This design comes from an exercise in tuning for small area, a short achievable clock period and few clock cycles on the open sky130 flow, not from production work.
In this exercise RTL edits were held to simulation tests only and were not proved equivalent to the original.
Power and IR drop assume default switching activity.

[design.v]
module fde_enc (
    input  wire        clk,
    input  wire        rst,           
    input  wire [1:0]  cfg_rot,       
    input  wire        cfg_mir,
    input  wire        cfg_inv,
    input  wire        cfg_typeb,     
    input  wire        cfg_flush,     
    input  wire [31:0] cfg_addr,      
    input  wire        pix_valid,
    output wire        pix_ready,
    input  wire [31:0] pix_data,
    output wire        out_valid,
    input  wire        out_ready,
    output wire [7:0]  out_data,
    output wire        out_last,
    output wire        frame_done,
    output wire        frame_dup
);
    reg          trn;            
    reg          rrev;           
    reg          desc;           
    reg          inv, typeb, flush;
    reg  [31:0]  addr;
    reg          flip_wr;        
    reg          typeb_rd, desc_rd, flush_rd, flip_rd;
    reg  [7:0]   addr3_rd;       
    reg          pix_rdy;
    reg          in_wait;        
    reg  [7:0]   idx;
    wire         fire0 = pix_valid & pix_rdy;
    wire         first0 = (idx == 8'd0);
    wire         rr0 = first0 ? cfg_rot[1] : rrev;
    wire         fl0 = first0 ? cfg_rot[1] ^ flip_rd : flip_wr;
    wire [3:0]   row0 = (trn ? idx[3:0] : idx[7:4]) ^ {4{rr0}} ^ {fl0, 3'b000};
    reg          v1, last1;
    reg  [3:0]   row1;
    reg  [31:0]  d1;
    reg          v2, last2;
    reg  [3:0]   row2;
    reg  [31:0]  crc;            
    reg  [31:0]  last_fp;
    reg          last_ok;
    wire ce0 = d1[0] ^ d1[2] ^ d1[10] ^ d1[11] ^ d1[15] ^ d1[16] ^ d1[17] ^ d1[18] ^ d1[20] ^ d1[23] ^ d1[24] ^ d1[26] ^ d1[30];
    wire ce1 = d1[2] ^ d1[3] ^ d1[13] ^ d1[14] ^ d1[16] ^ d1[17] ^ d1[21] ^ d1[22] ^ d1[23] ^ d1[24] ^ d1[25] ^ d1[26] ^ d1[27] ^ d1[29] ^ d1[30];
    wire ce2 = d1[0] ^ d1[4] ^ d1[7] ^ d1[8] ^ d1[10] ^ d1[11] ^ d1[12] ^ d1[13] ^ d1[15] ^ d1[16] ^ d1[18] ^ d1[22] ^ d1[24] ^ d1[27] ^ d1[29] ^ d1[30] ^ d1[31];
    wire ce3 = d1[7] ^ d1[9] ^ d1[10] ^ d1[13] ^ d1[14] ^ d1[16] ^ d1[18] ^ d1[19] ^ d1[22] ^ d1[24] ^ d1[25] ^ d1[28] ^ d1[29] ^ d1[30] ^ d1[31];
    wire ce4 = d1[0] ^ d1[1] ^ d1[5] ^ d1[8] ^ d1[9] ^ d1[16] ^ d1[18] ^ d1[21] ^ d1[23] ^ d1[24] ^ d1[29] ^ d1[30];
    wire ce5 = d1[9] ^ d1[11] ^ d1[12] ^ d1[13] ^ d1[17] ^ d1[18] ^ d1[21] ^ d1[22] ^ d1[25] ^ d1[26] ^ d1[30];
    wire ce6 = d1[0] ^ d1[4] ^ d1[5] ^ d1[8] ^ d1[9] ^ d1[10] ^ d1[11] ^ d1[13] ^ d1[14] ^ d1[15] ^ d1[17] ^ d1[20] ^ d1[21] ^ d1[22] ^ d1[23] ^ d1[27] ^ d1[28];
    wire ce7 = d1[1] ^ d1[3] ^ d1[5] ^ d1[9] ^ d1[11] ^ d1[13] ^ d1[15] ^ d1[16] ^ d1[17] ^ d1[19] ^ d1[20] ^ d1[21] ^ d1[23] ^ d1[26] ^ d1[27] ^ d1[28] ^ d1[30];
    wire ce8 = d1[0] ^ d1[1] ^ d1[2] ^ d1[8] ^ d1[9] ^ d1[10] ^ d1[11] ^ d1[12] ^ d1[16] ^ d1[17] ^ d1[18] ^ d1[20] ^ d1[23] ^ d1[24] ^ d1[27] ^ d1[28] ^ d1[29];
    wire ce9 = d1[2] ^ d1[5] ^ d1[6] ^ d1[9] ^ d1[10] ^ d1[11] ^ d1[13] ^ d1[20] ^ d1[27] ^ d1[30] ^ d1[31];
    wire ce10 = d1[1] ^ d1[2] ^ d1[4] ^ d1[8] ^ d1[10] ^ d1[12] ^ d1[13] ^ d1[14] ^ d1[16] ^ d1[20] ^ d1[22] ^ d1[28] ^ d1[29] ^ d1[30];
    wire ce11 = d1[2] ^ d1[3] ^ d1[4] ^ d1[9] ^ d1[18] ^ d1[23] ^ d1[24] ^ d1[26] ^ d1[27] ^ d1[28];
    wire ce12 = d1[4] ^ d1[6] ^ d1[8] ^ d1[9] ^ d1[10] ^ d1[15] ^ d1[16] ^ d1[17] ^ d1[18] ^ d1[21] ^ d1[22] ^ d1[23] ^ d1[25] ^ d1[26] ^ d1[28] ^ d1[29] ^ d1[30] ^ d1[31];
    wire ce13 = d1[1] ^ d1[3] ^ d1[4] ^ d1[5] ^ d1[6] ^ d1[8] ^ d1[14] ^ d1[16] ^ d1[17] ^ d1[18] ^ d1[19] ^ d1[24] ^ d1[26] ^ d1[31];
    wire ce14 = d1[0] ^ d1[4] ^ d1[5] ^ d1[6] ^ d1[7] ^ d1[9] ^ d1[10] ^ d1[12] ^ d1[15] ^ d1[18] ^ d1[20] ^ d1[22] ^ d1[24] ^ d1[25] ^ d1[27] ^ d1[28];
    wire ce15 = d1[0] ^ d1[1] ^ d1[2] ^ d1[3] ^ d1[7] ^ d1[11] ^ d1[13] ^ d1[16] ^ d1[19] ^ d1[24] ^ d1[27] ^ d1[30];
    wire ce16 = d1[3] ^ d1[5] ^ d1[7] ^ d1[10] ^ d1[11] ^ d1[16] ^ d1[27];
    wire ce17 = d1[0] ^ d1[1] ^ d1[7] ^ d1[9] ^ d1[11] ^ d1[13] ^ d1[14] ^ d1[15] ^ d1[17] ^ d1[18] ^ d1[20] ^ d1[21] ^ d1[22] ^ d1[25] ^ d1[26] ^ d1[28] ^ d1[29] ^ d1[30];
    wire ce18 = d1[0] ^ d1[2] ^ d1[5] ^ d1[6] ^ d1[9] ^ d1[13] ^ d1[16] ^ d1[29] ^ d1[31];
    wire ce19 = d1[2] ^ d1[7] ^ d1[8] ^ d1[9] ^ d1[13] ^ d1[17] ^ d1[19] ^ d1[20] ^ d1[21] ^ d1[25] ^ d1[29] ^ d1[30];
    wire ce20 = d1[0] ^ d1[2] ^ d1[4] ^ d1[6] ^ d1[12] ^ d1[14] ^ d1[17] ^ d1[18] ^ d1[20] ^ d1[29] ^ d1[31];
    wire ce21 = d1[0] ^ d1[8] ^ d1[9] ^ d1[18] ^ d1[24] ^ d1[26] ^ d1[27] ^ d1[31];
    wire ce22 = d1[0] ^ d1[1] ^ d1[3] ^ d1[4] ^ d1[5] ^ d1[6] ^ d1[8] ^ d1[10] ^ d1[12] ^ d1[13] ^ d1[14] ^ d1[16] ^ d1[17] ^ d1[19] ^ d1[25] ^ d1[26] ^ d1[29];
    wire ce23 = d1[0] ^ d1[3] ^ d1[5] ^ d1[6] ^ d1[8] ^ d1[12] ^ d1[13] ^ d1[19] ^ d1[21] ^ d1[22] ^ d1[23] ^ d1[24] ^ d1[26] ^ d1[29] ^ d1[30] ^ d1[31];
    wire ce24 = d1[0] ^ d1[1] ^ d1[3] ^ d1[5] ^ d1[10] ^ d1[13] ^ d1[20] ^ d1[24] ^ d1[25] ^ d1[27] ^ d1[28];
    wire ce25 = d1[1] ^ d1[2] ^ d1[3] ^ d1[7] ^ d1[8] ^ d1[10] ^ d1[14] ^ d1[15] ^ d1[16] ^ d1[19] ^ d1[25] ^ d1[27] ^ d1[28];
    wire ce26 = d1[0] ^ d1[1] ^ d1[2] ^ d1[7] ^ d1[8] ^ d1[9] ^ d1[10] ^ d1[11] ^ d1[13] ^ d1[15] ^ d1[16] ^ d1[17] ^ d1[19] ^ d1[22] ^ d1[23] ^ d1[25] ^ d1[26];
    wire ce27 = d1[0] ^ d1[4] ^ d1[5] ^ d1[8] ^ d1[11] ^ d1[16] ^ d1[17] ^ d1[19] ^ d1[20] ^ d1[22] ^ d1[23] ^ d1[24] ^ d1[25] ^ d1[26] ^ d1[28];
    wire ce28 = d1[1] ^ d1[2] ^ d1[3] ^ d1[4] ^ d1[7] ^ d1[11] ^ d1[13] ^ d1[14] ^ d1[16] ^ d1[17] ^ d1[18] ^ d1[20] ^ d1[21] ^ d1[23] ^ d1[26] ^ d1[27] ^ d1[31];
    wire ce29 = d1[0] ^ d1[6] ^ d1[7] ^ d1[11] ^ d1[12] ^ d1[13] ^ d1[14] ^ d1[15] ^ d1[16] ^ d1[18] ^ d1[19] ^ d1[21] ^ d1[22] ^ d1[23] ^ d1[24] ^ d1[25] ^ d1[26] ^ d1[27] ^ d1[28] ^ d1[29] ^ d1[30];
    wire ce30 = d1[2] ^ d1[3] ^ d1[5] ^ d1[6] ^ d1[8] ^ d1[10] ^ d1[14] ^ d1[17] ^ d1[20] ^ d1[21] ^ d1[23] ^ d1[25] ^ d1[27] ^ d1[31];
    wire ce31 = d1[1] ^ d1[5] ^ d1[8] ^ d1[10] ^ d1[11] ^ d1[13] ^ d1[15] ^ d1[19] ^ d1[22] ^ d1[23] ^ d1[25] ^ d1[31];
    wire [31:0] ce = {ce31, ce30, ce29, ce28, ce27, ce26, ce25, ce24, ce23, ce22, ce21, ce20, ce19, ce18, ce17, ce16, ce15, ce14, ce13, ce12, ce11, ce10, ce9, ce8, ce7, ce6, ce5, ce4, ce3, ce2, ce1, ce0};
    wire [31:0] cy = crc ^ ce;
    wire [31:0] cnext = (cy >> 1) ^ (cy[0] ? 32'hEDB88320 : 32'h0);
    localparam [31:0] CRC_INIT = 32'h3F5503EF;
    wire [7:0]  lr = d1[7:0];
    wire [7:0]  lg = d1[15:8];
    wire [7:0]  lb = d1[23:16];
    wire lt1 = ~lr[5] ^ lr[2];
    wire lt2 = ~lr[5] & lr[2];
    wire lt3 = ~lr[6] ^ lr[3] ^ lr[1];
    wire lt4 = (~lr[6] & lr[3]) | (~lr[6] & lr[1]) | (lr[3] & lr[1]);
    wire lt5 = ~lg[3] ^ lb[6] ^ lb[3];
    wire lt6 = (~lg[3] & lb[6]) | (~lg[3] & lb[3]) | (lb[6] & lb[3]);
    wire lt7 = ~lr[7] ^ lr[4] ^ lr[2];
    wire lt8 = (~lr[7] & lr[4]) | (~lr[7] & lr[2]) | (lr[4] & lr[2]);
    wire lt9 = ~lg[4] ^ lb[7] ^ lb[4];
    wire lt10 = (~lg[4] & lb[7]) | (~lg[4] & lb[4]) | (lb[7] & lb[4]);
    wire lt11 = lb[2] ^ lb[1];
    wire lt12 = lb[2] & lb[1];
    wire lt13 = lr[5] ^ lr[3] ^ ~lg[5];
    wire lt14 = (lr[5] & lr[3]) | (lr[5] & ~lg[5]) | (lr[3] & ~lg[5]);
    wire lt15 = lb[5] ^ lb[3] ^ lb[2];
    wire lt16 = (lb[5] & lb[3]) | (lb[5] & lb[2]) | (lb[3] & lb[2]);
    wire lt17 = lr[6] ^ lr[4] ^ ~lg[6];
    wire lt18 = (lr[6] & lr[4]) | (lr[6] & ~lg[6]) | (lr[4] & ~lg[6]);
    wire lt19 = ~lg[0] ^ lb[6] ^ lb[4];
    wire lt20 = (~lg[0] & lb[6]) | (~lg[0] & lb[4]) | (lb[6] & lb[4]);
    wire lt21 = lb[3] ^ lb[1];
    wire lt22 = lb[3] & lb[1];
    wire lt23 = lr[7] ^ lr[5] ^ ~lr[0];
    wire lt24 = (lr[7] & lr[5]) | (lr[7] & ~lr[0]) | (lr[5] & ~lr[0]);
    wire lt25 = ~lg[7] ^ ~lg[1] ^ lb[7];
    wire lt26 = (~lg[7] & ~lg[1]) | (~lg[7] & lb[7]) | (~lg[1] & lb[7]);
    wire lt27 = lb[5] ^ lb[4] ^ lb[2];
    wire lt28 = (lb[5] & lb[4]) | (lb[5] & lb[2]) | (lb[4] & lb[2]);
    wire lt29 = lr[6] ^ ~lr[1] ^ lr[0];
    wire lt30 = (lr[6] & ~lr[1]) | (lr[6] & lr[0]) | (~lr[1] & lr[0]);
    wire lt31 = ~lg[2] ^ lb[6] ^ lb[5];
    wire lt32 = (~lg[2] & lb[6]) | (~lg[2] & lb[5]) | (lb[6] & lb[5]);
    wire lt33 = lr[7] ^ ~lr[2] ^ lr[1];
    wire lt34 = (lr[7] & ~lr[2]) | (lr[7] & lr[1]) | (~lr[2] & lr[1]);
    wire lt35 = ~lg[3] ^ lg[0] ^ lb[7];
    wire lt36 = (~lg[3] & lg[0]) | (~lg[3] & lb[7]) | (lg[0] & lb[7]);
    wire lt37 = ~lr[3] ^ lr[2] ^ ~lg[4];
    wire lt38 = (~lr[3] & lr[2]) | (~lr[3] & ~lg[4]) | (lr[2] & ~lg[4]);
    wire lt39 = ~lr[4] ^ lr[3];
    wire lt40 = ~lr[4] & lr[3];
    wire lt41 = ~lr[3] ^ lr[0] ^ ~lg[0];
    wire lt42 = (~lr[3] & lr[0]) | (~lr[3] & ~lg[0]) | (lr[0] & ~lg[0]);
    wire lt43 = ~lr[4] ^ lr[1] ^ ~lg[1];
    wire lt44 = (~lr[4] & lr[1]) | (~lr[4] & ~lg[1]) | (lr[1] & ~lg[1]);
    wire lt45 = lt1 ^ lr[0] ^ ~lg[2];
    wire lt46 = (lt1 & lr[0]) | (lt1 & ~lg[2]) | (lr[0] & ~lg[2]);
    wire lt47 = lb[5] ^ lb[2];
    wire lt48 = lb[5] & lb[2];
    wire lt49 = lt3 ^ lt5 ^ lb[1];
    wire lt50 = (lt3 & lt5) | (lt3 & lb[1]) | (lt5 & lb[1]);
    wire lt51 = lb[0] ^ 1'b1 ^ lt2;
    wire lt52 = (lb[0] & 1'b1) | (lb[0] & lt2) | (1'b1 & lt2);
    wire lt53 = lt7 ^ lt9 ^ lt11;
    wire lt54 = (lt7 & lt9) | (lt7 & lt11) | (lt9 & lt11);
    wire lt55 = 1'b1 ^ lt4 ^ lt6;
    wire lt56 = (1'b1 & lt4) | (1'b1 & lt6) | (lt4 & lt6);
    wire lt57 = lt13 ^ lt15 ^ lb[0];
    wire lt58 = (lt13 & lt15) | (lt13 & lb[0]) | (lt15 & lb[0]);
    wire lt59 = lt8 ^ lt10 ^ lt12;
    wire lt60 = (lt8 & lt10) | (lt8 & lt12) | (lt10 & lt12);
    wire lt61 = lt17 ^ lt19 ^ lt21;
    wire lt62 = (lt17 & lt19) | (lt17 & lt21) | (lt19 & lt21);
    wire lt63 = 1'b1 ^ lt14 ^ lt16;
    wire lt64 = (1'b1 & lt14) | (1'b1 & lt16) | (lt14 & lt16);
    wire lt65 = lt23 ^ lt25 ^ lt27;
    wire lt66 = (lt23 & lt25) | (lt23 & lt27) | (lt25 & lt27);
    wire lt67 = lt18 ^ lt20 ^ lt22;
    wire lt68 = (lt18 & lt20) | (lt18 & lt22) | (lt20 & lt22);
    wire lt69 = lt29 ^ lt31 ^ lb[3];
    wire lt70 = (lt29 & lt31) | (lt29 & lb[3]) | (lt31 & lb[3]);
    wire lt71 = lt24 ^ lt26 ^ lt28;
    wire lt72 = (lt24 & lt26) | (lt24 & lt28) | (lt26 & lt28);
    wire lt73 = lt33 ^ lt35 ^ lb[6];
    wire lt74 = (lt33 & lt35) | (lt33 & lb[6]) | (lt35 & lb[6]);
    wire lt75 = lb[4] ^ lt30 ^ lt32;
    wire lt76 = (lb[4] & lt30) | (lb[4] & lt32) | (lt30 & lt32);
    wire lt77 = lt37 ^ lg[1] ^ lb[7];
    wire lt78 = (lt37 & lg[1]) | (lt37 & lb[7]) | (lg[1] & lb[7]);
    wire lt79 = lb[5] ^ lt34 ^ lt36;
    wire lt80 = (lb[5] & lt34) | (lb[5] & lt36) | (lt34 & lt36);
    wire lt81 = lt39 ^ ~lg[5] ^ lg[2];
    wire lt82 = (lt39 & ~lg[5]) | (lt39 & lg[2]) | (~lg[5] & lg[2]);
    wire lt83 = lb[6] ^ 1'b1 ^ lt38;
    wire lt84 = (lb[6] & 1'b1) | (lb[6] & lt38) | (1'b1 & lt38);
    wire lt85 = ~lr[5] ^ lr[4] ^ ~lg[6];
    wire lt86 = (~lr[5] & lr[4]) | (~lr[5] & ~lg[6]) | (lr[4] & ~lg[6]);
    wire lt87 = lg[3] ^ lb[7] ^ lt40;
    wire lt88 = (lg[3] & lb[7]) | (lg[3] & lt40) | (lb[7] & lt40);
    wire lt89 = ~lr[6] ^ lr[5] ^ ~lg[7];
    wire lt90 = (~lr[6] & lr[5]) | (~lr[6] & ~lg[7]) | (lr[5] & ~lg[7]);
    wire lt91 = lt41 ^ lb[3];
    wire lt92 = lt41 & lb[3];
    wire lt93 = lt43 ^ lb[4] ^ lb[1];
    wire lt94 = (lt43 & lb[4]) | (lt43 & lb[1]) | (lb[4] & lb[1]);
    wire lt95 = lt45 ^ lt47 ^ lb[0];
    wire lt96 = (lt45 & lt47) | (lt45 & lb[0]) | (lt47 & lb[0]);
    wire lt97 = lt49 ^ lt51 ^ lt46;
    wire lt98 = (lt49 & lt51) | (lt49 & lt46) | (lt51 & lt46);
    wire lt99 = lt53 ^ lt55 ^ lt50;
    wire lt100 = (lt53 & lt55) | (lt53 & lt50) | (lt55 & lt50);
    wire lt101 = lt57 ^ lt59 ^ lt54;
    wire lt102 = (lt57 & lt59) | (lt57 & lt54) | (lt59 & lt54);
    wire lt103 = lt61 ^ lt63 ^ lt58;
    wire lt104 = (lt61 & lt63) | (lt61 & lt58) | (lt63 & lt58);
    wire lt105 = lt65 ^ lt67 ^ lt62;
    wire lt106 = (lt65 & lt67) | (lt65 & lt62) | (lt67 & lt62);
    wire lt107 = lt69 ^ lt71 ^ lt66;
    wire lt108 = (lt69 & lt71) | (lt69 & lt66) | (lt71 & lt66);
    wire lt109 = lt73 ^ lt75 ^ lt70;
    wire lt110 = (lt73 & lt75) | (lt73 & lt70) | (lt75 & lt70);
    wire lt111 = lt77 ^ lt79 ^ lt74;
    wire lt112 = (lt77 & lt79) | (lt77 & lt74) | (lt79 & lt74);
    wire lt113 = lt81 ^ lt83 ^ lt78;
    wire lt114 = (lt81 & lt83) | (lt81 & lt78) | (lt83 & lt78);
    wire lt115 = lt85 ^ lt87 ^ lt82;
    wire lt116 = (lt85 & lt87) | (lt85 & lt82) | (lt87 & lt82);
    wire lt117 = lt89 ^ lg[4] ^ lt86;
    wire lt118 = (lt89 & lg[4]) | (lt89 & lt86) | (lg[4] & lt86);
    wire lt119 = ~lr[7] ^ lr[6] ^ lg[5];
    wire lt120 = (~lr[7] & lr[6]) | (~lr[7] & lg[5]) | (lr[6] & lg[5]);
    wire lt121 = ~lr[0] ^ lb[0];
    wire lt122 = ~lr[0] & lb[0];
    wire lt123 = ~lr[1] ^ lb[1];
    wire lt124 = ~lr[1] & lb[1];
    wire lt125 = ~lr[2] ^ lb[2] ^ 1'b1;
    wire lt126 = (~lr[2] & lb[2]) | (~lr[2] & 1'b1) | (lb[2] & 1'b1);
    wire lt127 = lt91 ^ lb[0] ^ 1'b1;
    wire lt128 = (lt91 & lb[0]) | (lt91 & 1'b1) | (lb[0] & 1'b1);
    wire lt129 = lt93 ^ lt42 ^ lt92;
    wire lt130 = (lt93 & lt42) | (lt93 & lt92) | (lt42 & lt92);
    wire lt131 = lt95 ^ lt44 ^ lt94;
    wire lt132 = (lt95 & lt44) | (lt95 & lt94) | (lt44 & lt94);
    wire lt133 = lt97 ^ lt48 ^ lt96;
    wire lt134 = (lt97 & lt48) | (lt97 & lt96) | (lt48 & lt96);
    wire lt135 = lt99 ^ lt52 ^ lt98;
    wire lt136 = (lt99 & lt52) | (lt99 & lt98) | (lt52 & lt98);
    wire lt137 = lt101 ^ lt56 ^ lt100;
    wire lt138 = (lt101 & lt56) | (lt101 & lt100) | (lt56 & lt100);
    wire lt139 = lt103 ^ lt60 ^ lt102;
    wire lt140 = (lt103 & lt60) | (lt103 & lt102) | (lt60 & lt102);
    wire lt141 = lt105 ^ lt64 ^ lt104;
    wire lt142 = (lt105 & lt64) | (lt105 & lt104) | (lt64 & lt104);
    wire lt143 = lt107 ^ lt68 ^ lt106;
    wire lt144 = (lt107 & lt68) | (lt107 & lt106) | (lt68 & lt106);
    wire lt145 = lt109 ^ lt72 ^ lt108;
    wire lt146 = (lt109 & lt72) | (lt109 & lt108) | (lt72 & lt108);
    wire lt147 = lt111 ^ lt76 ^ lt110;
    wire lt148 = (lt111 & lt76) | (lt111 & lt110) | (lt76 & lt110);
    wire lt149 = lt113 ^ lt80 ^ lt112;
    wire lt150 = (lt113 & lt80) | (lt113 & lt112) | (lt80 & lt112);
    wire lt151 = lt115 ^ lt84 ^ lt114;
    wire lt152 = (lt115 & lt84) | (lt115 & lt114) | (lt84 & lt114);
    wire lt153 = lt117 ^ lt88 ^ lt116;
    wire lt154 = (lt117 & lt88) | (lt117 & lt116) | (lt88 & lt116);
    wire lt155 = lt119 ^ lt90 ^ lt118;
    wire lt156 = (lt119 & lt90) | (lt119 & lt118) | (lt90 & lt118);
    wire lt157 = lr[7] ^ lg[6] ^ lt120;
    wire lt158 = (lr[7] & lg[6]) | (lr[7] & lt120) | (lg[6] & lt120);
    wire [22:0] lx = {1'b0, 1'b1, lg[7], lt157, lt155, lt153, lt151, lt149, lt147, lt145, lt143, lt141, lt139, lt137, lt135, lt133, lt131, lt129, lt127, lt125, lt123, lt121, 1'b0};
    wire [22:0] ly = {1'b0, 1'b0, lt158, lt156, lt154, lt152, lt150, lt148, lt146, lt144, lt142, lt140, lt138, lt136, lt134, lt132, lt130, lt128, lt126, lt124, lt122, 1'b1, 1'b0};
    reg  [22:0] lx2, ly2;
    wire [22:0] ls2 = lx2 + ly2;
    wire        luma_ge2 = ls2[22];
    wire        pix_bit = luma_ge2 ^ inv;
    reg  [15:0]  st [0:15];      
    reg          gen_on;
    reg  [1:0]   panel;
    reg  [4:0]   pos;
    reg  [2:0]   col;            
    reg  [7:0]   nsum;           
    reg  [7:0]   cb;             
    reg  [7:0]   sb;             
    reg          sb_v;
    reg  [7:0]   gbyte;
    reg          o_v, o_l, s_v, s_l;
    reg  [7:0]   o_d, s_d;
    reg          done_r, dup_r, dupw;
    assign pix_ready  = pix_rdy;
    assign out_valid  = o_v;
    assign out_data   = o_d;
    assign out_last   = o_l;
    assign frame_done = done_r;
    assign frame_dup  = dup_r;
    wire gen_fire = gen_on & ~s_v;
    wire [4:0] last_pos = typeb_rd ? 5'd23 : 5'd11;
    wire gen_end  = gen_fire & (panel == 2'd3) & (pos == last_pos);
    wire col_next = typeb_rd ? (pos[0] == 1'b0 && pos >= 5'd4 && pos <= 5'd18)
                          : (pos >= 5'd2 && pos <= 5'd9);
    wire rot_step = gen_fire & col_next;
    wire [3:0] place = desc_rd ? {~col, 1'b1} : 4'd0;
    wire       rhalf = panel[1] ^ flip_rd;       
    reg  [7:0] cbyte;
    integer k;
    always @(*) begin
        for (k = 0; k < 8; k = k + 1)
            cbyte[7 - k] = st[{rhalf, k[2:0]}][place];
    end
    wire [7:0] paddr = (panel == 2'd3) ? addr3_rd : addr[8 * panel +: 8];
    function [7:0] hexdig;
        input [3:0] n;
        begin
            hexdig = (n <= 4'd9) ? {4'h3, n} : 8'h57 + {4'h0, n};
        end
    endfunction
    always @(*) begin
        if (!typeb_rd) begin
            case (pos)
                5'd0:    gbyte = 8'h80;
                5'd1:    gbyte = flush_rd ? 8'h83 : 8'h84;
                5'd2:    gbyte = paddr;
                5'd11:   gbyte = 8'h8F;
                default: gbyte = cb;
            endcase
        end else begin
            case (pos)
                5'd0:    gbyte = 8'h02;
                5'd1:    gbyte = hexdig(paddr[7:4]);
                5'd2:    gbyte = hexdig(paddr[3:0]);
                5'd3:    gbyte = 8'h30;
                5'd4:    gbyte = 8'h38;
                5'd21:   gbyte = 8'h03;
                5'd22:   gbyte = hexdig(nsum[7:4]);
                5'd23:   gbyte = hexdig(nsum[3:0]);
                default: gbyte = pos[0] ? hexdig(cb[7:4]) : hexdig(cb[3:0]);
            endcase
        end
    end
    wire summed = typeb_rd && pos >= 5'd1 && pos <= 5'd20;
    wire [31:0] fp  = crc;      
    wire        dup = last_ok && (last_fp == fp);
    wire        o_free = ~o_v | out_ready;
    wire        dispatch = last2 & ~dup;
    wire        dup_done = ((last2 & dup) | dupw) & ~o_v;
    wire        gen_on_n = (gen_on & ~gen_end) | dispatch;
    wire        wait_keep = ~dispatch & ~dup_done;
    wire [7:0]  idx_inc = idx + 8'd1;
    wire        early = panel[1] & (panel[0] | (pos >= 5'd3));
    wire        rd_done = (panel == 2'd3) & (pos > (typeb_rd ? 5'd18 : 5'd9));
    wire        rdy_f = ~((in_wait | (idx == 8'd255)) & wait_keep) &
                        (~gen_on_n | (early & (trn ? ~idx_inc[3] : ~idx_inc[7])) |
                         (rd_done & (idx_inc != 8'd255)));
    wire        rdy_nf = ~(in_wait & wait_keep) &
                         (~gen_on_n | (early & (trn ? ~idx[3] : ~idx[7])) |
                          (rd_done & (idx != 8'd255)));
    wire        pix_rdy_n = fire0 ? rdy_f : rdy_nf;
    wire        in_wait_n = (in_wait | (fire0 & (idx == 8'd255))) & wait_keep;
    wire        spec0 = dispatch & o_free & ~s_v;
    always @(posedge clk) begin
        d1    <= pix_data;
        lx2   <= lx;
        ly2   <= ly;
        row1  <= row0;
        row2  <= row1;
        if (fire0 && first0) begin
            trn   <= cfg_rot[0];
            rrev  <= cfg_rot[1];
            desc  <= cfg_rot[0] ^ cfg_rot[1] ^ cfg_mir;
            flip_wr <= cfg_rot[1] ^ flip_rd;
            inv   <= cfg_inv;
            typeb <= cfg_typeb;
            flush <= cfg_flush;
            addr  <= cfg_addr;
        end
        if (rst) begin
            pix_rdy <= 1'b1;
            in_wait <= 1'b0;
            flip_rd <= 1'b0;
            idx     <= 8'd0;
            v1      <= 1'b0;
            last1   <= 1'b0;
            v2      <= 1'b0;
            last2   <= 1'b0;
            crc     <= CRC_INIT;
            last_ok <= 1'b0;
            gen_on  <= 1'b0;
            panel   <= 2'd0;
            pos     <= 5'd0;
            col     <= 3'd0;
            o_v     <= 1'b0;
            s_v     <= 1'b0;
            sb_v    <= 1'b0;
            done_r  <= 1'b0;
            dup_r   <= 1'b0;
            dupw    <= 1'b0;
        end else begin
            if (fire0)
                idx <= idx_inc;
            in_wait <= in_wait_n;
            pix_rdy <= pix_rdy_n;
            v1    <= fire0;
            last1 <= fire0 & (idx == 8'd255);
            v2    <= v1;
            last2 <= last1;
            if (v1)
                crc <= cnext;
            if (last2) begin
                crc <= CRC_INIT;
                if (!dup) begin
                    last_fp <= fp;
                    last_ok <= 1'b1;
                    gen_on  <= 1'b1;
                    flip_rd <= flip_wr;
                    if (spec0) begin
                        pos  <= 5'd1;
                        nsum <= 8'd2;
                    end
                end
            end
            done_r <= 1'b0;
            dup_r  <= 1'b0;
            if (o_v && out_ready && o_l) begin
                done_r <= 1'b1;
                if (last2 && dup)
                    dupw <= 1'b1;
            end else if ((last2 && dup) || dupw) begin
                if (!o_v) begin
                    done_r  <= 1'b1;
                    dup_r   <= 1'b1;
                    dupw    <= 1'b0;
                end else begin
                    dupw <= 1'b1;
                end
            end
            sb_v <= gen_fire & summed;
            if (sb_v)
                nsum <= nsum - sb;
            if (gen_fire) begin
                if (pos == 5'd0)
                    nsum <= 8'd2;
                if (rot_step) begin
                    col <= col + 3'd1;
                    cb  <= cbyte;
                end
                if (pos == last_pos) begin
                    pos   <= 5'd0;
                    panel <= panel + 2'd1;
                    if (panel == 2'd3)
                        gen_on  <= 1'b0;
                end else begin
                    pos <= pos + 5'd1;
                end
            end
            if (o_free) begin
                if (s_v) begin
                    o_v <= 1'b1;
                    s_v <= 1'b0;
                end else begin
                    o_v <= gen_fire | spec0;
                end
            end else if (gen_fire) begin
                s_v <= 1'b1;
            end
        end
        if (dispatch) begin
            typeb_rd <= typeb;
            desc_rd  <= desc;
            flush_rd <= flush;
            addr3_rd <= addr[31:24];
        end
        sb <= gbyte;
        if (o_free) begin
            if (s_v) begin
                o_d <= s_d;
                o_l <= s_l;
            end else begin
                o_d <= gen_on ? gbyte : (typeb ? 8'h02 : 8'h80);
                o_l <= gen_end;
            end
        end else if (gen_fire) begin
            s_d <= gbyte;
            s_l <= gen_end;
        end
    end
    genvar r;
    generate
        for (r = 0; r < 16; r = r + 1) begin : g_row
            wire ld = v2 && (row2 == r);
            wire rt = rot_step && (rhalf == r[3]);
            always @(posedge clk) begin
                if (ld || rt)
                    st[r] <= {ld ? pix_bit : st[r][0], st[r][15:1]};
            end
        end
    endgenerate
endmodule
[flow/run.sh]
#!/bin/bash
set -euo pipefail
bash standard.sh SETUP_SLACK_MARGIN=7 'BUFFER_PORTS_ARGS=-buffer_cell sky130_fd_sc_hd__buf_1' finish > standard_flow.log 2>&1
[standard.sh]
#!/bin/bash
# synth_recipe.tcl (not shown) runs the flow's synth.tcl, then flattens the netlist and writes it again
# the make line also repeats each setting of config.mk as NAME=value (left out here)
make -C /OpenROAD-flow-scripts/flow DESIGN_CONFIG=/design/flow/config.mk WORK_HOME=/design/flow/orfs CLKGATE_MAP_FILE= SYNTH_SCRIPT=/design/flow/synth_recipe.tcl "${@:-finish}"
[config.mk]
export PLATFORM = sky130hd
export DESIGN_NAME = fde_enc
export DESIGN_NICKNAME = fde_enc
export VERILOG_FILES = /design/flow/design.v
export SDC_FILE = /design/flow/constraint.sdc
export NUM_CORES = 4
export LEC_CHECK = 0
export CAP_MARGIN = 20
export CORE_MARGIN = 2
export CORE_UTILIZATION = 65
export CTS_CLUSTER_DIAMETER = 50
export CTS_CLUSTER_SIZE = 36
export SLEW_MARGIN = 20
[constraint.sdc]
create_clock -name core_clock -period 10.0 [get_ports {clk}]
set_input_delay 2.0000 -clock core_clock [delete_from_list [all_inputs] [get_ports {clk}]]
set_output_delay 2.0000 -clock core_clock [all_outputs]
set_load 0.01 [all_outputs]
==> metrics.yaml, run 1 <==
detailed_routing:
  vias: 13800
  drt-pass1-iter-count: 4
  wirelength_um: 52000
  dr.first_iter.drc_count: 1131
  wl_per_cell_um: 22.0
  drc: 0
  viasPerCell: 5.84
  detail-route-antenna-nets: 0
synth:
  yosys_warnings: 2
  yosysTopAreaCell: "edfxtp_1"
  synth.area.top_cells: "edfxtp_1 (46%), dfxtp_1 (13%), xnor2_1 (9.2%)"
  async_flop_share_pct: 0
  ys_seq_area_share_pct: 58.4
  ys_ff_latch: 524
  synth_cell_types: 71
  synthCells: 1754
  synth_ff_type: "edfxtp_1"
  syn_area_mm2: 0.0243
  synth_area_per_cell_um2: 13.9
  synth_edf_count: 372
  syn_nets: 1969
  synth_top_area_share_pct: 45.9
pwr:
  power.total_mw: 5.42
  powerDensity_mw_per_mm2: 199
  ir_drop_uv: 194
  leakage_nw: 9.75
placement:
  place_congestion: 0.877
  io_buffers: 86
  dp_cells: 2246
  dp_hpwl_um: 35900
  pre_cts_ws_ps: 6040
worst_setup_path:
  worstPathRequired_ps: 8000
  cp_num_buf_inv: 1
  critPathSlowestCell: "edfxtp_1"
  cpPeakStageDelay_ps: 410
  critical_path_class: "reg2out"
  crit_arrival_ps: 1140
  r2r-start: "panel[0]$_SDFFE_PP0P_"
  worstSetupStartpoint: "o_d[1]$_DFFE_PP_"
  cp-end-kind: "output pin"
  crit_chain: "clkbuf_2"
  start_kind: "flip-flop"
  worstPathMaxFanout: 1
  path_delay_family: "flip-flops"
sta:
  finalCritPeriodShare_pct: 31.4
  slew_headroom_pct: 39.0
  maxSlewViolCount: 0
  skew_ps: 22.1
  rsz0062_at_grt: "true"
  finalHoldViolations: 0
  setup_violations: 0
  worst_slew_pin_slew_ps: 915
  max_freq_mhz: 318
  period_minus_slack_ps: 3140
  setup_tns_ps: 0
  worst_slack_ps: 6860
die:
  pin_count: 87
  core_mm2: 0.0367
  die_h_um: 197
  row_count: 70
  die_w_um: 197
  dieArea_mm2: 0.0390
  start_util_pct: 66.3
cts:
  cts_tree: "built"
  cts.path.max_buffers: 3
  hold_buffers: 0
  numCtsBuffers: 41
  htreeDepth: 2
  path_clk_slew_ps: 90
  clock-root-buffer: "clkbuf_16"
  cts_sinks: 524
  clk_latency_ps: 600
layout:
  final_cell_count_no_fill: 2366
  mostFrequentLayoutCell: "edfxtp_1"
  area_delta_synth_final_pct: 12.0
  num-nets-final: 2080
  drive_above_1_share_pct: 16.2
  final_cell_mix: "edfxtp_1 (372), xnor2_1 (254), dfxtp_1 (123)"
  diodes: 0
outcome:
  status: "complete, no violations"
global_routing:
  grt_max_degree: 55
  grt_use_total_pct: 27.4
  grt_pass1_vias: 13900
  overflow: 0
  grt_pass1_wl_um: 80200
  antenna_found_initial: 0
min_path:
  min_from: "row1[0]$_DFF_P_"
  hold_class: "reg2reg"
run:
  cap_violations: 0
sequential cells by signal, summed over array words and instances (netlist names), 3 cells and up:
signal / cells
cb: 8
row2: 4
sb: 8
row1: 4
s_d: 8
pos: 5
lx2: 20
o_d: 8
st: 256
addr3_rd: 8
last_fp: 32
col: 3
addr: 32
d1: 32
ly2: 19
crc: 32
idx: 8
nsum: 8
cells in the mapped netlist, drive strengths merged, types with 3 or more instances:
cell,number
a211oi,16
a21o,11
a21oi,35
a22o,9
a31oi,9
a41oi,4
and2,6
and3,4
buf,33
clkbuf,36
dfxtp,152
edfxtp,372
fa,66
ha,75
inv,121
mux2,19
mux2i,31
mux4,48
nand2,108
nand2b,9
nand3,16
nand4,13
nor2,83
nor2b,8
nor3,24
o211ai,4
o21a,5
o21ai,54
o21bai,3
o221ai,4
o22ai,7
o31ai,3
or2,6
or3,4
xnor2,260
xor2,59
worst paths after layout:
check | endpoint | slack [ps] | cells after the start
worst max-delay path | out_data[1] | 6860 | 1
worst min-delay path | row2[0]$_DFF_P_ | 340 | 0
worst max register to register | o_d[1]$_DFFE_PP_ | 7080 | 11
worst min register to register | row2[0]$_DFF_P_ | 340 | 0
per-stage QoR:
stage,utilization (%),instance area (um^2),hold WS (ps)
4_1_cts,73.1,26800,344
3_5_place_dp,68.3,25000,314
5_1_grt,74.2,27200,352
3_3_place_gp,68.3,25000,316
6_report,74.2,27200,344
2_1_floorplan,-,24400,310
area by class of cell:
| type | instances | area [um^2] |
|---|---|---|
| clock inverter | 35 | 485 |
| clock buffer | 41 | 1030 |
| multi-input combinational | 1041 | 9620 |
| sequential | 524 | 14300 |
| inverter | 121 | 477 |
| tap | 468 | 586 |
| timing repair buffer | 136 | 756 |
| fill | 2367 | 9460 |
cell families after synthesis:
group,synth area share (%)
DFF,58.4
adders and majority gates,9.29
AOI/OAI and AO/OA,4.95
and+or+nand+nor,5.57
xor gates and xnor gates,12.0
muxes,6.68
buffers and inverters,3.12
where the power goes:
part | switching [mW] | internal [mW] | leakage [nW]
registers | 0.131 | 2.44 | 4.65
logic | 0.561 | 0.520 | 4.38
clock network | 0.919 | 0.840 | 0.716
repair_timing:
action / CTS / global route
setup endpoints to repair: 420 / 304
gates cloned: 1 / 0
buffers inserted: 12 / 31
pin swaps: 1 / 2
resized for setup: 66 / 53
layer usage:
| metal | up-vias | global-route usage, % | share of wire [%] |
|---|---|---|---|
| met5 | - | 0 | 0 |
| met4 | 0 | 7.30 | 2.0 |
| met3 | 67 | 3.74 | 5.3 |
| met2 | 382 | 42.9 | 47 |
| met1 | 6977 | 41.1 | 46 |
| li1 | 6383 | - | - |
Testbench counts, summed over its fixed seeds: cycles 58,304.
==> inputs of run 2 (changes only) <==
--- a/config.mk
+++ b/config.mk
@@ -9,5 +9,5 @@
 export CORE_MARGIN = 2
 export CORE_UTILIZATION = 65
-export CTS_CLUSTER_DIAMETER = 50
-export CTS_CLUSTER_SIZE = 36
+export CTS_CLUSTER_DIAMETER = 60
+export CTS_CLUSTER_SIZE = 34
 export SLEW_MARGIN = 20
==> run 2 against run 1 <==
Against the previous run: flip-flop and latch count unchanged; design area down 0.65%; critical path depth unchanged; still clean; clock-buffer cell count up 1; clock power down 7%; non-clock buffer count down 2; synthesized cell count unchanged; critical endpoint unchanged; final cell count down 0.59%; global-route usage down 0.26 points; die area unchanged; largest cell class unchanged; sequential power about the same.
==> metrics.yaml, run 2 <==
outcome:
  status: "complete, no violations"
die:
  start_util_pct: 66.3  # unchanged
  die_h_um: 197  # unchanged
  die_w_um: 197  # unchanged
  row_count: 70  # unchanged
  dieArea_mm2: 0.0390  # unchanged
  core_mm2: 0.0367  # unchanged
  pin_count: 87  # unchanged
detailed_routing:
  wirelength_um: 51400  # -1.1%
  viasPerCell: 5.84  # +0.14%
  drc: 0  # unchanged
  drt-pass1-iter-count: 5  # +1
  wl_per_cell_um: 21.9  # -0.49%
  detail-route-antenna-nets: 0  # unchanged
  vias: 13700  # -0.46%
  dr.first_iter.drc_count: 1115  # -1.4%
layout:
  final_cell_mix: "edfxtp_1 (372), xnor2_1 (254), dfxtp_1 (123)"
  num-nets-final: 2073  # -0.34%
  largest_reg_flops: 256  # unchanged
  diodes: 0  # unchanged
  area_delta_synth_final_pct: 11.3
  regMostFlops: "st"
  postLayoutCoreUtil_pct: 73.7  # -0.48 points
  mostFrequentLayoutCell: "edfxtp_1"
  drive_above_1_share_pct: 15.8  # -0.41 points
synth:
  ys_seq_area_share_pct: 58.4  # unchanged
  synth_ff_type: "edfxtp_1"
  synth_area_per_cell_um2: 13.9  # unchanged
  synthCells: 1754  # unchanged
  synthTopCellsByCount: "edfxtp_1 (372), xnor2_1 (255), dfxtp_1 (152), inv_1 (121), nand2_1 (108)"
  ys_ff_latch: 524  # unchanged
  synth_edf_count: 372  # unchanged
  yosysTopAreaCell: "edfxtp_1"
  syn_area_mm2: 0.0243  # unchanged
  yosys_warnings: 2  # unchanged
  synth_cell_types: 71  # unchanged
  async_flop_share_pct: 0  # unchanged
  synthMostInstantiatedCell: "edfxtp_1"
  synth_top_area_share_pct: 45.9  # unchanged
  synth.area.top_cells: "edfxtp_1 (46%), dfxtp_1 (13%), xnor2_1 (9.2%)"
  syn_nets: 1969  # unchanged
global_routing:
  grt_use_total_pct: 27.2  # -0.26 points
  grt_pass1_wl_um: 79500  # -0.87%
  antenna_found_initial: 0  # unchanged
  met2_usage_pct: 42.3  # -0.59 points
  grt_use_met1_pct: 40.8  # -0.22 points
  busiest_layer: "met2"
  overflow: 0  # unchanged
  grt_pass1_vias: 13700  # -1.6%
  grt_max_degree: 55  # unchanged
  grt_use_met3_pct: 4.10  # +0.36 points
cts:
  htreeDepth: 2  # unchanged
  clk_latency_ps: 580  # -20 ps
  cts_sinks: 524  # unchanged
  cts.path.max_buffers: 3  # unchanged
  path_clk_slew_ps: 100  # about the same
  numCtsBuffers: 36  # -12%
  cts_tree: "built"
  clock-root-buffer: "clkbuf_16"
sta:
  maxSlewViolCount: 0  # unchanged
  setup_tns_ps: 0  # unchanged
  holdWs_ps: 337  # -7.07 ps
  finalHoldViolations: 0  # unchanged
  slew_headroom_pct: 37.5  # -1.6 points
  max_freq_mhz: 321  # +0.69%
  setup_violations: 0  # unchanged
  period_minus_slack_ps: 3120  # -21.5 ps
  skew_ps: 26.5  # +4.39 ps
  rsz0062_at_grt: "true"
  worst_slew_pin_slew_ps: 938  # +23.5 ps
  finalCritPeriodShare_pct: 31.2  # -0.22 points
worst_setup_path:
  crit_arrival_ps: 1120  # -20 ps
  critPathSlowestCell: "edfxtp_1"
  crit_chain: "clkbuf_2"
  worstPathRequired_ps: 8000  # about the same
  cp-end-kind: "output pin"
  cp_num_buf_inv: 1  # unchanged
  worstPathMaxFanout: 1  # unchanged
  r2r-start: "panel[0]$_SDFFE_PP0P_"
  critical_path_class: "reg2out"
  cpPeakStageDelay_ps: 410  # about the same
  r2r_end: "o_d[1]$_DFFE_PP_"
  r2r_cells: 12  # +1
  rrSetupSlack_ps: 7070  # about the same
  start_kind: "flip-flop"
  path_delay_family: "flip-flops"
pwr:
  ir_drop_uv: 155  # -20%
  leakage_nw: 9.67  # -0.85%
  powerDensity_mw_per_mm2: 196  # -1.5%
run:
  cap_violations: 0  # unchanged
min_path:
  min_path_cells: 0  # unchanged
  hold_end: "row2[2]$_DFF_P_"
  hold_class: "reg2reg"
  min_from: "row1[2]$_DFF_P_"
placement:
  io_buffers: 86  # unchanged
  dp_hpwl_um: 35900  # unchanged
  place_congestion: 0.877  # unchanged
-- run 2: cell counts after synthesis --
Identical to the previous run, type by type.
-- run 2: metal layers --
| metal | vias up | routed length [um] |
|---|---|---|
| li1 | 6374 | - |
| met1 | 6906 | 23600 |
| met2 | 400 | 24000 |
| met3 | 66 | 2950 |
| met4 | 0 | 849 |
| met5 | - | 0 |
-- run 2: repair_timing --
action	4_1_cts	5_1_grt
cloned	1	0
hold buffers	0	0
endpoints found under the setup margin	420	304
resized for setup	68	56
setup buffers	10	31
pin swaps	1	5
-- run 2: kinds of logic (layout without fill, tap and decap cells) --
kind of cell	after synthesis	count (layout)	share of synthesized area, %
compound gates	185	185	4.95
xor+xnor	321	321	12.0
fa+ha+maj	141	141	9.29
buf+inv	190	319	3.12
flops	524	524	58.4
mux	98	98	6.68
simple gates	295	296	5.57
-- run 2: how the worst max path moves through the flow --
stage,slack [ps],startpoint,depth (start not counted),endpoint
after floorplan,6850,out_ready,5,nsum[7]$_DFFE_PN_
after global placement,6090,panel[0]$_SDFFE_PP0P_,11,o_d[1]$_DFFE_PP_
after detailed placement,6040,panel[0]$_SDFFE_PP0P_,11,o_d[1]$_DFFE_PP_
after CTS,6830,o_d[1]$_DFFE_PP_,1,out_data[1]
after global routing,6830,o_d[1]$_DFFE_PP_,1,out_data[1]
final,6880,o_d[1]$_DFFE_PP_,1,out_data[1]
-- run 2: layout make-up --
type / instances / area, um^2
timing repair buffer: 134 / 753
clock inverter: 22 / 320
clock buffer: 42 / 1010
fill: 2396 / 9640
multi-input combinational: 1041 / 9630
inverter: 121 / 473
tap: 468 / 586
sequential: 524 / 14300
-- run 2: power breakdown --
| group | leakage, nW | total, mW | internal (mW) | switching, mW |
|---|---|---|---|---|
| clock | 0.646 | 1.63 | 0.793 | 0.841 |
| combinational | 4.37 | 1.09 | 0.524 | 0.564 |
| sequential | 4.65 | 2.58 | 2.45 | 0.134 |
-- run 2: stage by stage --
step / worst slack, ps / power (mW) / area (um^2) / std cells
floorplan: 6850 / 3.40 / 24400 / 1754
global placement: 6090 / 3.66 / 25000 / 2246
detailed placement: 6040 / 3.69 / 25000 / 2246
CTS: 6830 / 5.32 / 26600 / 2321
global route: 6830 / 5.55 / 27100 / 2352
finish: 6880 / 5.30 / 27100 / 2352
==> inputs of run 3 (changes only) <==
--- a/config.mk
+++ b/config.mk
@@ -8,6 +8,6 @@
 export CAP_MARGIN = 20
 export CORE_MARGIN = 2
-export CORE_UTILIZATION = 65
-export CTS_CLUSTER_DIAMETER = 60
-export CTS_CLUSTER_SIZE = 34
+export CORE_UTILIZATION = 75
+export CTS_CLUSTER_DIAMETER = 150
+export CTS_CLUSTER_SIZE = 20
 export SLEW_MARGIN = 20
==> run 3 against run 2 <==
Against the previous run: still clean on timing, DRC and antenna; clock skew is 10 ps higher; total power is 4.6% lower; die area down 13%; clock power is 21% lower.
==> metrics.yaml, run 3 <==
cts:
  cts_tree: "built"
  cts_sinks: 524  # unchanged
  path_clk_slew_ps: 90  # about the same
  numCtsBuffers: 30  # -17%
  clk_latency_ps: 600  # +20 ps
  cts.path.max_buffers: 3  # unchanged
  hold_buffers: 0  # unchanged
  htreeDepth: 1  # -1
  clock-root-buffer: "clkbuf_16"
synth:
  synthTopCellsByCount: "edfxtp_1 (372), xnor2_1 (255), dfxtp_1 (152), inv_1 (121), nand2_1 (108)"
  synth_top_family_by_area: "XOR/XNOR gates"
  synth.area.top_cells: "edfxtp_1 (46%), dfxtp_1 (13%), xnor2_1 (9.2%)"
  yosys_warnings: 2  # unchanged
  synth_ff_type: "edfxtp_1"
  synthSimpleGateAreaFrac_pct: 5.57  # unchanged
  synth_area_per_cell_um2: 13.9  # unchanged
  async_flop_share_pct: 0  # unchanged
  synthCells: 1754  # unchanged
  synth_edf_count: 372  # unchanged
  synth_xor_area_share_pct: 12.0  # unchanged
  yosys.area_share.adder_pct: 9.29  # unchanged
  ys_ff_latch: 524  # unchanged
  synthMostInstantiatedCell: "edfxtp_1"
  ys_seq_area_share_pct: 58.4  # unchanged
  synth_top_area_share_pct: 45.9  # unchanged
  syn_nets: 1969  # unchanged
  yosysTopAreaCell: "edfxtp_1"
  synthMuxAreaShare_pct: 6.68  # unchanged
  synth_compound_area_share_pct: 4.95  # unchanged
  syn_area_mm2: 0.0243  # unchanged
  synth_cell_types: 71  # unchanged
placement:
  dp_cells: 2179  # -3.0%
  dp_hpwl_um: 37000  # +3.0%
  place_congestion: 0.911  # +3.9%
  io_buffers: 86  # unchanged
  pre_cts_ws_ps: 6020  # -22.3 ps
layout:
  final_cell_mix: "edfxtp_1 (372), xnor2_1 (254), dfxtp_1 (122)"
  largest_reg_flops: 256  # unchanged
  area_delta_synth_final_pct: 9.37
  final_cell_count_no_fill: 2287  # -2.8%
  drive_above_1_share_pct: 14.7  # -1.0 points
  num-nets-final: 2077  # +0.19%
  regMostFlops: "st"
  mostFrequentLayoutCell: "edfxtp_1"
  diodes: 0  # unchanged
pwr:
  leakage_nw: 9.47  # -2.1%
  ir_drop_uv: 240  # +55%
  power.total_mw: 5.06  # -4.6%
  powerDensity_mw_per_mm2: 190  # -2.9%
worst_setup_path:
  path_delay_family: "flip-flops"
  crit_arrival_ps: 1140  # +20 ps
  crit_chain: "clkbuf_2"
  worstPathMaxFanout: 1  # unchanged
  cpPeakStageDelay_ps: 400  # about the same
  cp-end-kind: "output pin"
  worstPathRequired_ps: 8000  # about the same
  critical_path_class: "reg2out"
  critPathSlowestCell: "edfxtp_1"
  cp_num_buf_inv: 1  # unchanged
  start_kind: "flip-flop"
run:
  cap_violations: 0  # unchanged
outcome:
  status: "complete, no violations"
die:
  row_count: 65  # -7.1%
  dieArea_mm2: 0.0339  # -13%
  pin_count: 87  # unchanged
  core_mm2: 0.0317  # -14%
  die_h_um: 184  # -6.8%
  start_util_pct: 76.7  # +10 points
  die_w_um: 184  # -6.8%
min_path:
  hold_class: "reg2reg"
global_routing:
  overflow: 0  # unchanged
  antenna_found_initial: 0  # unchanged
  grt_max_degree: 55  # unchanged
  grt_use_total_pct: 34.2  # +7.0 points
  grt_pass1_vias: 14600  # +6.8%
  grt_pass1_wl_um: 85800  # +8.0%
sta:
  max_freq_mhz: 319  # -0.54%
  period_minus_slack_ps: 3140  # +17.1 ps
  worst_slack_ps: 6860  # -17.1 ps
  worst_slew_pin_slew_ps: 927  # -11.2 ps
  rsz0062_at_grt: "true"
  finalHoldViolations: 0  # unchanged
  skew_ps: 36.8  # +10.3 ps
  holdWs_ps: 361  # +24.7 ps
  finalCritPeriodShare_pct: 31.4  # +0.17 points
  setup_violations: 0  # unchanged
  slew_headroom_pct: 38.2  # +0.74 points
  setup_tns_ps: 0  # unchanged
  maxSlewViolCount: 0  # unchanged
detailed_routing:
  wirelength_um: 61100  # +19%
  dr.first_iter.drc_count: 1930  # +73%
  drc: 0  # unchanged
  vias: 15000  # +9.0%
  viasPerCell: 6.55  # +12%
  wl_per_cell_um: 26.7  # +22%
  drt-pass1-iter-count: 5  # unchanged
  detail-route-antenna-nets: 0  # unchanged
-- run 3: cell counts after synthesis --
No cell type changed its count.
-- run 3: repair_timing --
item                       4_1_cts  5_1_grt
cloned                           1        0
setup endpoints to repair      421      219
gates resized for setup         84       43
pin swaps                        1        4
setup buffers                   10       42
-- run 3: cell families after synthesis --
| family | count (synthesis) |
|---|---|
| AOI/OAI and AO/OA | 185 |
| xor gates and xnor gates | 321 |
| adders and majority gates | 141 |
| buffers and inverters | 190 |
| DFF | 524 |
| muxes | 98 |
| and+or+nand+nor | 295 |
-- run 3: final cells by class --
class                   instances  area [um^2]
multi-input cells            1041         9630
inverters                     121          484
clock buffers                  53          837
well taps                     402          503
flip-flops and latches        524        14300
repair buffers                144          816
fillers                      1546         5120
clock inverters                 2         32.5
-- run 3: final timing paths --
path	start	endpoint	slack, ps	cells after the start
worst max-delay path	o_d[0]$_DFFE_PP_	out_data[0]	6860	1
worst min-delay path	row1[1]$_DFF_P_	row2[1]$_DFF_P_	360	0
worst max register to register	d1[0]$_DFF_P_	lx2[11]$_DFF_P_	6940	7
worst min register to register	row1[1]$_DFF_P_	row2[1]$_DFF_P_	360	0
-- run 3: through the flow --
| stage | area, um^2 | util (%) |
|---|---|---|
| 4_1_cts | 26100 | 82.4 |
| 3_3_place_gp | 25000 | 78.7 |
| 2_1_floorplan | 24400 | - |
| 5_1_grt | 26600 | 83.9 |
| 6_report | 26600 | 83.9 |
| 3_5_place_dp | 25000 | 78.7 |
-- run 3: where the power goes --
group | switching [mW] | leakage, nW | internal, mW
Combinational | 0.641 | 4.41 | 0.550
Sequential | 0.146 | 4.65 | 2.45
Clock | 0.703 | 0.411 | 0.573
Total | 1.49 | 9.47 | 3.57
-- run 3: per-layer routing --
| layer | GRT usage [%] | vias to the layer above | routed length (um) | share of wire (%) |
|---|---|---|---|---|
| met3 | 5.90 | 210 | 5890 | 9.7 |
| met4 | 9.31 | 0 | 2220 | 3.6 |
| met2 | 55.7 | 1040 | 29900 | 49 |
| li1 | - | 6364 | - | - |
| met5 | 0 | - | 0 | 0 |
| met1 | 48.3 | 7372 | 23100 | 38 |
-- run 3: worst reg2reg max path: cells and delay by family (launching register included) --
| kind | cells | cell delay, ps |
|---|---|---|
| fa+ha+maj | 4 | 2180 |
| flops | 1 | 430 |
| buf+inv | 3 | 330 |
==> inputs of run 4 (changes only) <==
--- a/config.mk
+++ b/config.mk
@@ -8,5 +8,5 @@
 export CAP_MARGIN = 20
 export CORE_MARGIN = 2
-export CORE_UTILIZATION = 75
+export CORE_UTILIZATION = 65
 export CTS_CLUSTER_DIAMETER = 150
 export CTS_CLUSTER_SIZE = 20
==> run 4 against run 3 <==
Against the previous run: still clean on timing, DRC and antenna; total power fell by 3.0%; clock skew is 22 ps higher; clock power is essentially flat; hold slack worse by 73 ps; final cell count rose by 2.4%; global-route usage fell by 7.4 points; sequential power about the same; critical endpoint is now out_data[1]; highest routed layer unchanged.
==> metrics.yaml, run 4 <==
die:
  core_mm2: 0.0367  # +16%
  die_h_um: 197  # +7.3%
  pin_count: 87  # unchanged
  die_w_um: 197  # +7.3%
  row_count: 70  # +7.7%
  dieArea_mm2: 0.0390  # +15%
  start_util_pct: 66.3  # -10 points
detailed_routing:
  viasPerCell: 5.82  # -11%
  vias: 13600  # -9.0%
  dr.first_iter.drc_count: 970  # -50%
  drt-pass1-iter-count: 5  # unchanged
  detail-route-antenna-nets: 0  # unchanged
  wl_per_cell_um: 21.8  # -18%
  wirelength_um: 51100  # -16%
  drc: 0  # unchanged
synth:
  synth_ff_type: "edfxtp_1"
  synth_edf_count: 372  # unchanged
  async_flop_share_pct: 0  # unchanged
  synthMostInstantiatedCell: "edfxtp_1"
  syn_area_mm2: 0.0243  # unchanged
  synth_cell_types: 71  # unchanged
  ys_seq_area_share_pct: 58.4  # unchanged
  synth.area.top_cells: "edfxtp_1 (46%), dfxtp_1 (13%), xnor2_1 (9.2%)"
  yosys_warnings: 2  # unchanged
  synthCells: 1754  # unchanged
  synth_area_per_cell_um2: 13.9  # unchanged
  synthTopCellsByCount: "edfxtp_1 (372), xnor2_1 (255), dfxtp_1 (152), inv_1 (121), nand2_1 (108)"
  synth_top_area_share_pct: 45.9  # unchanged
  yosysTopAreaCell: "edfxtp_1"
  ys_ff_latch: 524  # unchanged
  syn_nets: 1969  # unchanged
placement:
  place_congestion: 0.877  # -3.7%
  placed_area_mm2: 0.0250  # +0.35%
  io_buffers: 86  # unchanged
  pre_cts_ws_ps: 6040  # +22.3 ps
  dp_hpwl_um: 35900  # -3.0%
  dp_cells: 2246  # +3.1%
worst_setup_path:
  critPathSlowestCell: "edfxtp_1"
  crit_arrival_ps: 1140  # about the same
  r2r-start: "d1[8]$_DFF_P_"
  start_kind: "flip-flop"
  cp_num_buf_inv: 1  # unchanged
  cp-end-kind: "output pin"
  crit_chain: "clkbuf_2"
  critical_path_class: "reg2out"
  path_delay_family: "flip-flops"
  worstPathMaxFanout: 1  # unchanged
  worstPathRequired_ps: 8000  # about the same
  cpPeakStageDelay_ps: 410  # about the same
  worstSetupStartpoint: "o_d[1]$_DFFE_PP_"
run:
  cap_violations: 0  # unchanged
layout:
  num-nets-final: 2067  # -0.48%
  drive_above_1_share_pct: 13.9  # -0.88 points
  regMostFlops: "st"
  final_cell_count_no_fill: 2343  # +2.4%
  area_delta_synth_final_pct: 9.29  # about the same
  fin_area_mm2: 0.0266  # about the same
  diodes: 0  # unchanged
  largest_reg_flops: 256  # unchanged
  mostFrequentLayoutCell: "edfxtp_1"
  final_cell_mix: "edfxtp_1 (372), xnor2_1 (254), dfxtp_1 (123)"
  postLayoutCoreUtil_pct: 72.4  # -11 points
sta:
  maxSlewViolCount: 0  # unchanged
  rsz0062_at_grt: "true"
  holdWs_ps: 288  # -73.4 ps
  setup_tns_ps: 0  # unchanged
  setup_violations: 0  # unchanged
  finalHoldViolations: 0  # unchanged
  max_freq_mhz: 318  # -0.18%
  period_minus_slack_ps: 3140  # +5.63 ps
  worst_slew_pin_slew_ps: 931  # +3.84 ps
  skew_ps: 58.4  # +21.6 ps
  finalCritPeriodShare_pct: 31.4  # +0.056 points
  worst_slack_ps: 6860  # -5.63 ps
  slew_headroom_pct: 37.9  # -0.26 points
pwr:
  leakage_nw: 9.43  # -0.39%
  p_sw_mw: 1.37  # -7.9%
  ir_drop_uv: 228  # -5.2%
  swShare_pct: 27.9  # -1.5 points
  powerDensity_mw_per_mm2: 185  # -2.9%
  power.total_mw: 4.91  # -3.0%
  p_int_mw: 3.54  # -0.87%
  p_comb_share_pct: 21.9  # -1.6 points
  pwr-share-clk_pct: 25.6  # +0.4 points
  seq_power_share_pct: 52.5  # +1.3 points
min_path:
  hold_class: "reg2reg"
  min_from: "row1[2]$_DFF_P_"
cts:
  clk_latency_ps: 640  # +40 ps
  cts_sinks: 524  # unchanged
  cts_tree: "built"
  path_clk_slew_ps: 90  # about the same
  htreeDepth: 1  # unchanged
  numCtsBuffers: 30  # unchanged
  clock-root-buffer: "clkbuf_16"
  hold_buffers: 0  # unchanged
  cts.path.max_buffers: 3  # unchanged
global_routing:
  grt_use_total_pct: 26.8  # -7.4 points
  grt_pass1_wl_um: 78800  # -8.2%
  grt_max_degree: 55  # unchanged
  antenna_found_initial: 0  # unchanged
  overflow: 0  # unchanged
  grt_pass1_vias: 13600  # -6.7%
outcome:
  status: "complete, no violations"
run 4: worst register-to-register path: stages, from the launching register on:
cell and delay, ps:
dfxtp_4 480, inv_1 170, fa_1 560, inv_1 50, fa_1 500, fa_1 520, fa_1 510
run 4: kinds of logic after synthesis:
logic type,synth area share (%)
flops,58.4
xor+xnor,12.0
buf+inv,3.12
simple gates,5.57
fa+ha+maj,9.29
mux,6.68
compound gates,4.95
run 4: final cells by class:
class	instances	area (um^2)
multi-input combinational	1041	9610
clock inverter	2	46.3
inverter	121	480
clock buffer	53	837
sequential	524	14300
timing repair buffer	134	726
tap	468	586
fill	2450	10100
run 4: repair_timing:
action | in CTS | in global routing
setup endpoints to repair | 420 | 304
pin swaps | 1 | 3
cloned | 1 | 0
setup buffers | 11 | 30
gates resized for setup | 67 | 50
run 4: power groups by stage:
stage | Clock (mW) | Sequential [mW] | Combinational [mW]
3_5_place_dp | 0 | 2.63 | 1.06
3_3_place_gp | 0 | 2.62 | 1.04
4_1_cts | 1.29 | 2.58 | 1.07
6_report | 1.26 | 2.58 | 1.08
2_1_floorplan | 0 | 2.56 | 0.846
5_1_grt | 1.35 | 2.59 | 1.21
run 4: final timing paths:
path / to / slack, ps / depth (start not counted)
setup / recovery: out_data[1] / 6860 / 1
setup reg to reg: lx2[13]$_DFF_P_ / 7080 / 6
hold / removal: row2[2]$_DFF_P_ / 290 / 0
hold reg to reg: row2[2]$_DFF_P_ / 290 / 0
run 4: per-layer routing:
| metal | vias up | routed length (um) | track usage [%] |
|---|---|---|---|
| li1 | 6344 | - | - |
| met5 | - | 0 | 0 |
| met4 | 0 | 982 | 5.29 |
| met2 | 382 | 23700 | 42.2 |
| met1 | 6846 | 23500 | 40.8 |
| met3 | 60 | 2890 | 3.41 |
==> inputs of run 5 (changes only) <==
==> flow/run.sh (replaced) <==
#!/bin/bash
set -euo pipefail
bash standard.sh SETUP_SLACK_MARGIN=7.5 'BUFFER_PORTS_ARGS=-buffer_cell sky130_fd_sc_hd__buf_1' finish > standard_flow.log 2>&1
==> run 5 against run 4 <==
Against the previous run: total power is 3.5% higher; hold slack better by 61 ps; flip-flop and latch count unchanged; maximum frequency increased by 0.15%; critical path type unchanged; largest power group unchanged.
==> metrics.yaml, run 5 <==
detailed_routing:
  wirelength_um: 55900  # +9.5%
  dr.first_iter.drc_count: 1186  # +22%
  vias: 14400  # +5.3%
  drt-pass1-iter-count: 5  # unchanged
  viasPerCell: 5.92  # +1.8%
  drc: 0  # unchanged
  detail-route-antenna-nets: 0  # unchanged
  wl_per_cell_um: 23.1  # +5.9%
layout:
  final_cell_count_no_fill: 2423  # +3.4%
  num-nets-final: 2146  # +3.8%
  drive_above_1_share_pct: 23.7  # +9.8 points
  regMostFlops: "st"
  largest_reg_flops: 256  # unchanged
  area_delta_synth_final_pct: 16.8
  mostFrequentLayoutCell: "edfxtp_1"
  fin_area_mm2: 0.0284  # +6.9%
  postLayoutCoreUtil_pct: 77.4  # +5.0 points
  diodes: 0  # unchanged
  final_cell_mix: "edfxtp_1 (372), xnor2_1 (247), dfxtp_1 (115)"
global_routing:
  grt_use_total_pct: 29.1  # +2.4 points
  grt_pass1_vias: 14600  # +7.1%
  grt_max_degree: 55  # unchanged
  antenna_found_initial: 0  # unchanged
  grt_pass1_wl_um: 85200  # +8.1%
  overflow: 0  # unchanged
sta:
  setup_violations: 0  # unchanged
  slew_headroom_pct: 27.4  # -11 points
  worst_slew_pin_slew_ps: 1090  # +158 ps
  max_freq_mhz: 319  # +0.15%
  period_minus_slack_ps: 3140  # -4.86 ps
  skew_ps: 39.4  # -19.0 ps
  maxSlewViolCount: 0  # unchanged
  finalCritPeriodShare_pct: 31.4  # -0.049 points
  holdWs_ps: 349  # +60.6 ps
  setup_tns_ps: 0  # unchanged
  rsz0062_at_grt: "true"
  finalHoldViolations: 0  # unchanged
die:
  row_count: 70  # unchanged
  die_h_um: 197  # unchanged
  die_w_um: 197  # unchanged
  start_util_pct: 66.3  # unchanged
  dieArea_mm2: 0.0390  # unchanged
  core_mm2: 0.0367  # unchanged
  pin_count: 87  # unchanged
placement:
  dp_cells: 2244  # -0.089%
  dp_hpwl_um: 36000  # about the same
  io_buffers: 86  # unchanged
  placed_area_mm2: 0.0254  # +1.6%
  place_congestion: 0.936  # +6.7%
synth:
  synth_ff_type: "edfxtp_1"
  synthSimpleGateAreaFrac_pct: 5.57  # unchanged
  synth_xor_area_share_pct: 12.0  # unchanged
  synth_top_area_share_pct: 45.9  # unchanged
  ys_ff_latch: 524  # unchanged
  synthTopCellsByCount: "edfxtp_1 (372), xnor2_1 (255), dfxtp_1 (152), inv_1 (121), nand2_1 (108)"
  synth_top_family_by_area: "XOR/XNOR gates"
  async_flop_share_pct: 0  # unchanged
  synthCells: 1754  # unchanged
  synth.area.top_cells: "edfxtp_1 (46%), dfxtp_1 (13%), xnor2_1 (9.2%)"
  synth_compound_area_share_pct: 4.95  # unchanged
  synth_edf_count: 372  # unchanged
  synthMuxAreaShare_pct: 6.68  # unchanged
  ys_seq_area_share_pct: 58.4  # unchanged
  syn_area_mm2: 0.0243  # unchanged
  synth_area_per_cell_um2: 13.9  # unchanged
  yosysTopAreaCell: "edfxtp_1"
  syn_nets: 1969  # unchanged
  synthMostInstantiatedCell: "edfxtp_1"
  synth_cell_types: 71  # unchanged
  yosys_warnings: 2  # unchanged
  yosys.area_share.adder_pct: 9.29  # unchanged
cts:
  path_clk_slew_ps: 90  # about the same
  hold_buffers: 0  # unchanged
  htreeDepth: 1  # unchanged
  clock-root-buffer: "clkbuf_16"
  cts_sinks: 524  # unchanged
  numCtsBuffers: 30  # unchanged
  clk_latency_ps: 630  # about the same
  cts.path.max_buffers: 3  # unchanged
  cts_tree: "built"
run:
  cap_violations: 0  # unchanged
pwr:
  leakage_nw: 10.1  # +7.2%
  powerDensity_mw_per_mm2: 179  # -3.2%
  ir_drop_uv: 178  # -22%
worst_setup_path:
  worstPathMaxFanout: 1  # unchanged
  crit_chain: "clkbuf_2"
  crit_arrival_ps: 1140  # about the same
  worstPathRequired_ps: 8000  # about the same
  critPathSlowestCell: "edfxtp_1"
  cp-end-kind: "output pin"
  start_kind: "flip-flop"
  cp_num_buf_inv: 1  # unchanged
  path_delay_family: "flip-flops"
  cpPeakStageDelay_ps: 400  # about the same
  critical_path_class: "reg2out"
outcome:
  status: "complete, no violations"
min_path:
  hold_class: "reg2reg"
[run 5: cell counts after synthesis]
No cell type changed its count.
[run 5: power breakdown]
| group | total, mW | leakage (nW) | switching (mW) | internal, mW |
|---|---|---|---|---|
| registers | 2.57 | 4.66 | 0.125 | 2.44 |
| logic | 1.23 | 5.04 | 0.637 | 0.596 |
| clock network | 1.28 | 0.418 | 0.693 | 0.587 |
[run 5: metal layers]
layer / part of all wire (%) / vias up / wire (um) / global-route usage [%]
li1: - / 6532 / - / -
met1: 45 / 7244 / 24900 / 43.0
met2: 47 / 483 / 26300 / 46.2
met3: 6.0 / 94 / 3350 / 4.27
met4: 2.4 / 0 / 1350 / 7.44
met5: 0 / - / 0 / 0
[run 5: cells by family (layout without fill, tap and decap cells)]
family | Yosys count | after routing
and+or+nand+nor | 295 | 299
buffers and inverters | 190 | 384
adders and majority gates | 141 | 141
muxes | 98 | 98
DFF | 524 | 524
xor gates and xnor gates | 321 | 321
AOI/OAI and AO/OA | 185 | 188
[run 5: what timing repair did]
action                                  in CTS  in global routing
gates resized for setup                    145                105
hold endpoints to repair                     0                  0
endpoints found under the setup margin     482                371
pin swaps                                   38                 33
setup buffers                               77                 32
cloned                                      14                  0
[run 5: path summary, 6_finish.rpt]
check | end | from | depth (start not counted) | slack [ps]
setup / recovery | out_data[6] | o_d[6]$_DFFE_PP_ | 1 | 6860
setup reg to reg | o_d[1]$_DFFE_PP_ | panel[0]$_SDFFE_PP0P_ | 11 | 7030
hold / removal | row2[1]$_DFF_P_ | row1[1]$_DFF_P_ | 0 | 350
hold reg to reg | row2[1]$_DFF_P_ | row1[1]$_DFF_P_ | 0 | 350
[run 5: through the flow]
step | setup WS (ps) | power, mW
after global placement | 6070 | 3.68
after detailed placement | 6020 | 3.71
after global routing | 6820 | 5.30
after CTS | 6830 | 5.03
final | 6860 | 5.08
after floorplan | 6850 | 3.43
[run 5: final cells by class]
| type | instances | area (um^2) |
|---|---|---|
| clock buffers | 55 | 866 |
| clock inverters | 1 | 16.3 |
| fillers | 2157 | 8280 |
| inverters | 121 | 503 |
| multi-input cells | 1047 | 10500 |
| flip-flops and latches | 524 | 14300 |
| well taps | 468 | 586 |
| repair buffers | 207 | 1590 |
[run 5: worst reg2reg max path, stage by stage (launching register included)]
cell and delay [ps]:
dfxtp_4 420, buf_6 120, mux4_2 550, mux2i_4 300, ha_4 220, nor2_4 50
o211ai_1 230, o21ai_2 150, mux2_4 320, o221ai_2 140, o221a_2 250, a21o_1 120

Check on run 5: ideal ports give 6.862 ns setup slack; a clkbuf_16 on the clock port and buf_2 on the inputs give 6.808 ns; moving port delays by the midpoint clock arrival (0.663 ns) as well gives 6.862 ns.
